From an optimization exercise on the open Yosys and OpenROAD flow, aimed at small area, a short achievable clock period and few clock cycles; shortcuts taken in it are not production practice.
Only simulation tests tie the RTL to the original design; equivalence was not proved.
Power is estimated from default activity; no workload was simulated.

branch garnet:
## shamac80
module shamac80 (
    input  wire        clk,
    input  wire        rst,         
    input  wire        cmd_valid,
    input  wire [31:0] cmd,
    input  wire [23:0] rnd,
    output wire        cmd_ready,
    output reg         resp_valid,
    output reg  [7:0]  res,
    output reg  [7:0]  rdata
);
    localparam [7:0] E_CRC     = 8'h03;
    localparam [7:0] E_VERIFY  = 8'h0A;
    localparam [7:0] E_ILLEGAL = 8'hE0;
    localparam [7:0] E_ADDR    = 8'hE1;
    localparam [7:0] E_ACCESS  = 8'hE2;
    localparam [7:0] E_STATE   = 8'hE3;
    localparam [7:0] E_FAMILY  = 8'hE4;
    localparam [2:0] C_NONE = 3'd0, C_CRC = 3'd1, C_VERIFY = 3'd2, C_ILLEGAL = 3'd3,
                     C_ADDR = 3'd4, C_ACCESS = 3'd5, C_STATE = 3'd6, C_FAMILY = 3'd7;
    function [7:0] err_byte;
        input [2:0] c;
        begin
            case (c)
                C_NONE:    err_byte = 8'h00;
                C_CRC:     err_byte = E_CRC;
                C_VERIFY:  err_byte = E_VERIFY;
                C_ILLEGAL: err_byte = E_ILLEGAL;
                C_ADDR:    err_byte = E_ADDR;
                C_ACCESS:  err_byte = E_ACCESS;
                C_STATE:   err_byte = E_STATE;
                default:   err_byte = E_FAMILY;
            endcase
        end
    endfunction
    localparam [7:0] OP_NOP    = 8'h00;
    localparam [7:0] OP_LD     = 8'h01;
    localparam [7:0] OP_ST     = 8'h02;
    localparam [7:0] OP_CLRERR = 8'h03;
    localparam [7:0] OP_SRST   = 8'h04;
  ...
clock: 12.0 ns
lec_check: 0
cap_margin: 30
core_margin: 2
core_utilization: 40
cts_buf_list: sky130_fd_sc_hd__clkbuf_8
cts_cluster_diameter: 60
cts_cluster_size: 12
place_density: 0.55
slew_margin: 30
standard.sh (not shown) runs the stock make flow with config.mk's settings and CLKGATE_MAP_FILE= SYNTH_SCRIPT=/design/flow/synth_recipe.tcl, a recipe that flattens the netlist after the stock synthesis.
==> flow/flow/run.sh <==
#!/bin/bash
set -euo pipefail
KNOBS="ADDER_MAP_FILE= SETUP_SLACK_MARGIN=7"
bash standard.sh $KNOBS synth > synth.log 2>&1
bash standard.sh $KNOBS > layout.log 2>&1
Testbench counts of branch garnet, summed over its fixed seeds: cycles 10,519.
## Diff of input files: branch sierra against branch garnet
Settings: SLEW_MARGIN: 30 -> 20; CAP_MARGIN: 30 -> 20; CORE_UTILIZATION: 40 -> 50; PLACE_DENSITY: 0.55 -> 0.65.
==> flow/flow/run.sh <==
#!/bin/bash
set -euo pipefail
MARGIN=6
rm -rf synth_scripts
cp -r "$FLOW_HOME/scripts" synth_scripts
cp flow/abc_speed.script synth_scripts/abc_speed.script
bash standard.sh SCRIPTS_DIR="$PWD/synth_scripts" ADDER_MAP_FILE= SETUP_SLACK_MARGIN=$MARGIN synth > synth.log 2>&1
bash standard.sh SETUP_SLACK_MARGIN=$MARGIN > layout.log 2>&1
==> flow/flow/abc_speed.script (new file) <==
strash
dch
map -D 2500
topo
buffer -c
upsize -c
dnsize -c
==> comparison <==
- Delta(fmax, branch sierra - branch garnet) < 0
- When the final numbers for branch sierra and branch garnet were put side by side, the maximum vdd ir drop turned out to be greater in branch sierra.
- Higher register share of total power was reported by branch sierra, not branch garnet.
- branch garnet has a higher die outline height than branch sierra.
- Looking at total length of routed wires, branch sierra sits about 1.9% below branch garnet.
- Diff branch garnet -> branch sierra | horizontal extent of the die | decrease of 12%
- branch sierra against branch garnet: cell area after synthesis now smaller, die outline area decreased 23%, buffering stage count on the worst path with inverters included climbed 2, synthesis-to-finish area growth decreased by 6.5 points relative to the old numbers.
- Compared with branch garnet, branch sierra improves internal power contribution.

========
## north
Starting RTL as in the previous note.
Settings: LEC_CHECK=0, CAP_MARGIN=30, CORE_MARGIN=2, CORE_UTILIZATION=40, CTS_BUF_LIST=sky130_fd_sc_hd__clkbuf_8, CTS_CLUSTER_DIAMETER=60, CTS_CLUSTER_SIZE=12, PLACE_DENSITY=0.55, SLEW_MARGIN=30; clock period 12.0 ns.
==> flow/flow/run.sh <==
#!/bin/bash
set -euo pipefail
MARGIN=7.5
rm -rf synth_scripts
cp -r "$FLOW_HOME/scripts" synth_scripts
cp flow/abc_speed.script synth_scripts/abc_speed.script
bash standard.sh SCRIPTS_DIR="$PWD/synth_scripts" ADDER_MAP_FILE= SETUP_SLACK_MARGIN=$MARGIN synth > synth.log 2>&1
bash standard.sh SETUP_SLACK_MARGIN=$MARGIN > layout.log 2>&1
==> flow/flow/abc_speed.script <==
strash
dch
map -D 2500
topo
buffer -c
upsize -c
dnsize -c
Testbench counts of north, summed over its fixed seeds: cycles 10,519.
> inputs changed (north -> south)
==> flow/flow/abc_speed.script <==
&get -n
&st
&dch
&nf -D 2000
&st
&syn2
&if -g -K 6
&synch2
&nf -D 2000
&put
buffer -c
topo
stime -c
upsize -c
dnsize -c
Findings:
Clock tree buffer count of the final layout ended up 13 higher on south than on north. The met2 routed wirelength in south sits 1.4% above the value recorded for north. The setup slack of south is smaller than that of north. NOTE: fraction of power consumed by sequential logic in south falls short of that of north. Net switching power in south vs north: up 1.6%. Number of gates resized after cts: south > north. Between north and south, the flow reports maximum number of pins on one net before global-route repair decreasing by more than 10%. The number of antenna cells inserted in south sits about 25% above the value recorded for north. Going from north to south, the proportion of cell area occupied by multi-input gates was found to have gone up by 4.3 points.
diff inputs: south => east
--- a/flow/flow/run.sh
+++ b/flow/flow/run.sh
@@ -2,3 +2,3 @@
 set -euo pipefail
-MARGIN=7.5
+MARGIN=7
 rm -rf synth_scripts
Results
[east] combinational group share of total power fell 1.9 points relative to south
Minimum clock period after layout: east worse than south
Sum of routed wire segments on met1 sits lower in east than in south.
south has lower arrival time reported for the critical path endpoint than east.
Changes observed in east relative to south: utilization fell 1.9 points; number of resized instances in the post-cts repair step decreased by 372 relative to the old numbers; ratio of final minimum period to clock period shows an increase of 0.96 points; power went down 1.4 mW.
Relative to south, the met1 usage in global routing of east is lower by 4.1 points.

========
## v49
Starting RTL as in the previous note.
// shamac80
module shamac80 (
    input  wire        clk,
    input  wire        rst,         
    input  wire        cmd_valid,
    input  wire [31:0] cmd,
    input  wire [23:0] rnd,
    output wire        cmd_ready,
    output reg         resp_valid,
    output reg  [7:0]  res,
    output reg  [7:0]  rdata
);
clock: 12.0 ns
lec_check: 0
cap_margin: 30
core_margin: 2
core_utilization: 40
cts_buf_list: sky130_fd_sc_hd__clkbuf_8
cts_cluster_diameter: 60
cts_cluster_size: 12
place_density: 0.55
slew_margin: 30
==> flow/flow/run.sh <==
#!/bin/bash
set -euo pipefail
MARGIN=7
rm -rf synth_scripts
cp -r "$FLOW_HOME/scripts" synth_scripts
cp flow/abc_speed.script synth_scripts/abc_speed.script
bash standard.sh SCRIPTS_DIR="$PWD/synth_scripts" ADDER_MAP_FILE= SETUP_SLACK_MARGIN=$MARGIN synth > synth.log 2>&1
bash standard.sh SETUP_SLACK_MARGIN=$MARGIN > layout.log 2>&1
==> flow/flow/abc_speed.script <==
strash
dch
map -D 2500
topo
buffer -c
upsize -c
dnsize -c
v49 has completed all stages; timing, DRC and antenna checks passed.
Testbench counts of v49, summed over its fixed seeds: cycles 10,519.
### v49 -> v25
Settings: PLACE_DENSITY now 0.65, was 0.55; CAP_MARGIN now 20, was 30; CORE_UTILIZATION now 50, was 40; SLEW_MARGIN now 20, was 30.
==> flow/flow/run.sh <==
#!/bin/bash
set -euo pipefail
KNOBS="SETUP_SLACK_MARGIN=6"
bash standard.sh $KNOBS synth > synth.log 2>&1
bash standard.sh $KNOBS > layout.log 2>&1
removed: flow/flow/abc_speed.script
[summary]
- Effective utilization at floorplan | v25 above v49
- Looking at cell with the largest stage delay on the worst path, the fa_2 result is from v25; the o21ai_4 one comes from v49.
- Compared v49 against v25; total routing resource utilization after global routing within noise.
- [v25] flow finished | final checks: failed | reasons: antenna violations
- When v25 is measured against v49, its setup slack of the critical path after layout turns out 1.16 ns lower.
- Floorplan check, v25 vs v49: die outline smaller in v25
- Lower final weighted congestion in routability-driven placement was reported by v49, not v25.
- Count of non-CTS buffers in the layout in v25 vs v49: down 177
### v25 -> v12
==> flow/flow/run.sh <==
#!/bin/bash
set -euo pipefail
KNOBS="ADDER_MAP_FILE= SETUP_SLACK_MARGIN=6"
bash standard.sh $KNOBS synth > synth.log 2>&1
bash standard.sh $KNOBS > layout.log 2>&1
Changes observed in v12 relative to v25: fraction of power consumed by sequential logic went down; count of plain and timing-repair buffers in the layout climbed 30; proportion of power drawn by combinational gates went up 3.5 points; fraction of layout instances using a drive strength above 1 went up by 0.24 points; non-clock inverter count in the final layout has decreased. v12 -> v25: flip-flop and latch count delta 0, exact match. v12: all stages complete, timing, DRC and antenna checks passed. In v12, the clock-net power came out about 3% above the value in v25. There was hardly any difference in final core utilization between v12 and v25. In the flow results for v25 and v12, the via count is smaller on v25. Between v25 and v12, final design instance area without fill is higher for v12, v25 comes in under that. Going from v25 to v12, final worst-path cycle share shrinks by 2.5 points.

-- separate check: timing with driven ports --
How much do the figures lean on ideal ports? The routed layouts below were timed once more, with nothing changed but the port constraints.
Step 1 (the two cells are an assumption about what drives the block):
set clk [get_ports {clk}]
set_driving_cell -lib_cell sky130_fd_sc_hd__clkbuf_16 $clk
set_driving_cell -lib_cell sky130_fd_sc_hd__buf_2 [delete_from_list [all_inputs] $clk]
Step 2, shift: input delay + t, output delay - t, t = (earliest + latest rising clock arrival at the registers) / 2. This alone moves slack from input paths to output paths.
Slacks: ideal / step 1 / step 2; pairs: ideal / step 1.
run | shift t [ns] | setup slack, ns | worst setup path at the end
branch garnet | 1.317 | 6.169 / 6.169 / 5.090 | input to register
branch sierra | 1.224 | 5.676 / 5.710 / 4.486 | input to register
north | 1.260 | 7.249 / 7.249 / 6.063 | input to register
south | 1.246 | 6.750 / 6.750 / 5.587 | input to register
east | 1.212 | 6.635 / 6.635 / 5.620 | input to register
v49 | 1.256 | 6.842 / 6.842 / 5.699 | input to register
v25 | 1.227 | 5.677 / 5.677 / 4.822 | input to register
v12 | 1.188 | 5.977 / 5.977 / 5.002 | input to register
For branch sierra, which loses most, drivers alone change the setup slack by +0.034 ns; drivers and shift together by -1.190 ns.
